Context: an optimization exercise on an open-source flow, tuned for small area, a short achievable clock period and few clock cycles. The choices shown serve that exercise and are no tape-out recipe.
In this exercise RTL edits were held to simulation tests only and were not proved equivalent to the original.

== old ==
==> flow/design.v (excerpt) <==
module setun_core (
    input             clk,
    input             rst,
    input             start,
    input      [15:0] fuel,
    output reg        done,
    output reg [2:0]  status,
    output     [9:0]  reg_c,
    output     [9:0]  reg_f,
    output     [1:0]  reg_w,
    output     [35:0] reg_s,
    output     [35:0] reg_r,
    output reg        fram_en,
    output reg        fram_we,
    output reg        fram_page,
    output reg [6:0]  fram_row,
    output reg [17:0] fram_wdata,
    input      [17:0] fram_rdata,
    output reg        drum_en,
    output reg        drum_we,
    output reg [5:0]  drum_zone,
    output reg [5:0]  drum_row,
    output reg [17:0] drum_wdata,
    input      [17:0] drum_rdata
);
    localparam [1:0] TZ = 2'b00, TP = 2'b01, TN = 2'b11;
    localparam [2:0] ST_NONE = 3'd0, ST_DONE = 3'd1, ST_OVER = 3'd2, ST_ERROR = 3'd3,
                     ST_REFUSED = 3'd4, ST_FUEL = 3'd5;
    localparam [5:0] OP_LDS = {TP, TZ, TZ}, OP_ADD = {TP, TZ, TP}, OP_SUB = {TP, TZ, TN},
                     OP_XOR = {TP, TN, TZ}, OP_LDR = {TP, TN, TP}, OP_HLT = {TP, TN, TN},
                     OP_MUL = {TP, TP, TZ}, OP_MULA = {TP, TP, TP}, OP_MULB = {TP, TP, TN},
                     OP_BZ  = {TZ, TP, TZ}, OP_BP = {TZ, TP, TP}, OP_BN = {TZ, TP, TN},
                     OP_JMP = {TZ, TZ, TZ}, OP_STC = {TZ, TZ, TP}, OP_STF = {TZ, TZ, TN},
                     OP_LDF = {TZ, TN, TZ}, OP_LFC = {TZ, TN, TP}, OP_ADF = {TZ, TN, TN},
                     OP_SHF = {TN, TP, TZ}, OP_STS = {TN, TP, TP}, OP_NRM = {TN, TP, TN},
                     OP_F2D = {TN, TZ, TP}, OP_D2F = {TN, TZ, TN}, OP_IO = {TN, TZ, TZ};
    localparam S_IDLE = 0, S_FETCH = 1, S_DEC = 2, S_OP1 = 3, S_OP2 = 4, S_RECV = 5,
               S_EXEC = 6, S_MUL = 7, S_SHF0 = 8, S_SHF = 9, S_NRM = 10, S_XF0 = 11,
  ...
==> flow/config.mk <==
export PLATFORM = sky130hd
export DESIGN_NAME = setun_core
export DESIGN_NICKNAME = setun_core
export VERILOG_FILES = /design/flow/design.v
export SDC_FILE = /design/flow/constraint.sdc
export NUM_CORES = 4
export LEC_CHECK = 0
export ABC_AREA = 1
export CAP_MARGIN = 20
export CORE_MARGIN = 2
export CORE_UTILIZATION = 50
export CTS_BUF_LIST = sky130_fd_sc_hd__clkbuf_16
export CTS_CLUSTER_DIAMETER = 90
export CTS_CLUSTER_SIZE = 20
export PLACE_DENSITY = 0.7
export SLEW_MARGIN = 20
==> flow/constraint.sdc <==
create_clock -name core_clock -period 55.0 [get_ports {clk}]
set_input_delay 11.0000 -clock core_clock [delete_from_list [all_inputs] [get_ports {clk}]]
set_output_delay 11.0000 -clock core_clock [all_outputs]
set_load 0.01 [all_outputs]
standard.sh (not shown) runs the stock make flow with config.mk's settings and CLKGATE_MAP_FILE= SYNTH_SCRIPT=/design/flow/synth_recipe.tcl, a recipe that flattens the netlist after the stock synthesis.
==> flow/flow/run.sh <==
#!/bin/bash
# The standard layout, with plain buffers (buf_2) on the ports instead of the
# default delay-cell port buffers.
set -euo pipefail
bash standard.sh "BUFFER_PORTS_ARGS=-buffer_cell sky130_fd_sc_hd__buf_2" finish > standard.log 2>&1
old: no failed stages, no open violations at the end
Testbench counts of old, summed over its fixed seeds: cycles 270,808.
Input-level comparison between new and old:
--- a/flow/design.v
+++ b/flow/design.v
@@ -210,28 +210,36 @@
     reg [5:0]  op;            
     reg [9:0]  ea;            
     reg        m_long;        
     reg        taken;         
     reg        use_ea;        
     reg        fa_neg;        
+    reg        bt_v;
+    reg [9:0]  bt_tag;
+    reg [6:0]  bt_row;
+    reg        bt_pg;
+    reg [17:0] bt_word;
+    reg        bhit;          
+    reg        bfill;         
     reg        ex;            
     reg [35:0] m_reg;         
     reg [35:0] acc;           
     reg [5:0]  cnt;           
     reg        last;          
     reg        npos;          
     reg [6:0]  row1;          
     assign reg_c = pc;
     assign reg_f = f_reg;
     assign reg_w = w_reg;
     assign reg_s = s_reg;
     assign reg_r = r_reg;
+    wire [9:0] ia = bhit ? ea : pc;
     wire [7:0] nah;
     wire [1:0] nah_co;
-    sc_tadd #(.N(4)) u_na (.a(pc[9:2]), .b(8'd0), .ci(TP), .s(nah), .co(nah_co), .xr());
-    wire [9:0] pc_next = (pc[1:0] == TP) ? {nah, TZ} : {pc[9:2], TP};
+    sc_tadd #(.N(4)) u_na (.a(ia[9:2]), .b(8'd0), .ci(TP), .s(nah), .co(nah_co), .xr());
+    wire [9:0] pc_next = (ia[1:0] == TP) ? {nah, TZ} : {ia[9:2], TP};
     wire [35:0] mraw = m_long ? m_reg : {18'd0, m_reg[35:18]};
     wire [9:0]  m5   = mraw[9:0];
     wire is_mul  = (op == OP_MUL);
     wire is_mula = (op == OP_MULA);
     wire is_mulb = (op == OP_MULB);
     wire is_mulx = (op[5:4] == TP) && (op[3:2] == TP);    
@@ -288,13 +296,13 @@
             OP_SHF: begin e_ww = 1'b1; end
             default: begin end
         endcase
     end
     wire [9:0] f_fwd = (ex && e_fw) ? e_f : f_reg;
     wire [1:0] w_fwd = (ex && e_ww) ? e_w : w_reg;
-    wire [17:0] kw   = fram_rdata;
+    wire [17:0] kw   = bhit ? bt_word : fram_rdata;
     wire [5:0]  kop  = kw[7:2];
     wire [1:0]  kmod = kw[1:0];
     wire [9:0]  ct_sum;
     wire [1:0]  ct_co;
     sc_tadd #(.N(5)) u_ct (.a(kw[17:8]), .b(kmod == TN ? wneg5(f_fwd) : f_fwd), .ci(TZ),
                            .s(ct_sum), .co(ct_co), .xr());
@@ -337,13 +345,13 @@
     wire       x_dstep = is_f2d ? x_wr : x_rd;
     wire fetch_req = state[S_FETCH] || (state[S_RECV] && !is_mulx && !is_shf) ||
                      (state[S_MUL] && (cnt == 6'd1 || (cnt == 6'd2 && r_reg[1:0] == TZ))) ||
                      (state[S_SHF] && last) ||
                      (state[S_XFER] && last && is_f2d);
     wire fetch_ok  = !fuel_zero && !fa_neg;
-    wire fetch_go  = fetch_req && fetch_ok;
+    wire fetch_go  = fetch_req && fetch_ok && !bhit;
     always @(*) begin
         fram_en    = fetch_go;
         fram_we    = 1'b0;
         fram_page  = (row_addr[1:0] == TP);
         fram_row   = row_tab;
         fram_wdata = m_long ? st_val[35:18] : st_val[17:0];
@@ -428,55 +436,75 @@
             fuel_left <= 16'd0;
             fuel_zero <= 1'b1;
             ex        <= 1'b0;
             taken     <= 1'b0;
             use_ea    <= 1'b0;
             fa_neg    <= 1'b0;
+            bt_v      <= 1'b0;
+            bhit      <= 1'b0;
+            bfill     <= 1'b0;
         end else begin
             if (state[S_IDLE]) begin
                 if (start) begin
                     fuel_left <= fuel;
                     fuel_zero <= (fuel == 16'd0);
                     go(S_FETCH);
                 end
             end
-            if (state[S_FETCH]) begin
-                if (taken) pc <= ea;
+            if (fram_en && fram_we && fram_row == bt_row && fram_page == bt_pg) bt_v <= 1'b0;
+            if (state[S_FETCH] && !bhit) begin
+                bfill <= taken;
+                if (taken) begin
+                    pc     <= ea;
+                    bt_row <= fram_row;
+                    bt_pg  <= fram_page;
+                end
                 taken  <= 1'b0;
                 use_ea <= 1'b0;
                 if (fetch_ok) go(S_DEC);
                 else if (ex) go(S_EXEC);
                 else if (fuel_zero) stop(ST_FUEL);
                 else stop(ST_REFUSED);
             end
-            if (state[S_EXEC] || state[S_DEC]) begin
+            if (state[S_EXEC] || state[S_DEC] || (state[S_FETCH] && bhit)) begin
                 if (ex) begin
                     if (e_sw) s_reg <= e_s;
                     if (e_rw) r_reg <= m_reg;
                     if (e_fw) f_reg <= e_f;
                     if (e_ww) w_reg <= e_w;
                 end
-                ex <= 1'b0;
-                if (state[S_DEC]) begin
+                ex    <= 1'b0;
+                bhit  <= 1'b0;
+                bfill <= 1'b0;
+                if (bfill) begin
+                    bt_v    <= 1'b1;
+                    bt_tag  <= pc;
+                    bt_word <= fram_rdata;
+                end
+                if (state[S_DEC] || state[S_FETCH]) begin
                     op     <= kop;
                     ea     <= k_ea;
                     m_long <= (k_ea[1:0] == TN);
                     taken  <= k_taken;
                     fa_neg <= k_taken && (k_ea[1:0] == TN);
-                    cex    <= pc;
+                    cex    <= ia;
+                    bhit   <= k_taken && (bfill ? (k_ea == pc) : (bt_v && (k_ea == bt_tag)));
                     pc     <= pc_next;
                     cnt    <= 6'd0;
                     acc[7:0] <= 8'd0;
                     npos   <= 1'b0;
                     fuel_left <= fuel_left - 16'd1;
                     fuel_zero <= (fuel_left == 16'd1);
                     use_ea <= k_taken || !(k_br || k_xf || k_nrm);
                 end
                 if (ex && e_stop) begin
                     pc <= cex;
                     stop(e_status);
+                end else if (bhit && fuel_zero) begin
+                    pc <= ea;
+                    stop(ST_FUEL);
                 end else if (state[S_EXEC]) begin
                     go(S_FETCH);
                 end else if (k_br) go(S_FETCH);
                 else if (k_xf) go(S_XF0);
                 else if (k_nrm) go(S_NRM);
                 else go(S_OP1);
--- outcome ---
Diff old -> new | layout-stage area growth over the synthesis result | decrease of 0.53 points. Looking at synthesized cell count, new sits above old. Start point of the critical path: op[2] -> old, op[3] -> new. The lower share of the final layout cell area in sequential cells of old and new is in old. | wire length of the first global-routing pass | higher: new |. Compared with old, in new number of combinational gates with multiple inputs went up; via count increased by 5.6% relative to the old numbers.
Testbench counts of new, summed over its fixed seeds: cycles 245,500.

## afterwards: timing with drivers on the ports
The flow's constraints put no driver on any port. The routed layouts listed below were extracted and timed again, unchanged, in two steps.
Step 1 sets driving cells, clkbuf_16 on the clock port and buf_2 on the other inputs (assumed; they add their load-dependent delay and slew).
Step 2 moves the port delays by t, midway between the first and last clock arrival at a register: inputs arrive t later, outputs are due t later. That takes back most of the time a late clock gives input paths.
a / b / c = ideal / step 1 / step 2; a / b = the first two.
run	t (ns)	slack for setup (ns)	worst setup path at the end	worst data-port slew with drivers (ns)
old	0.616	40.055 / 39.996 / 40.612	register to output	0.05
new	0.639	39.946 / 39.886 / 39.998	input to register	0.05
After both steps every run listed still meets setup and hold.
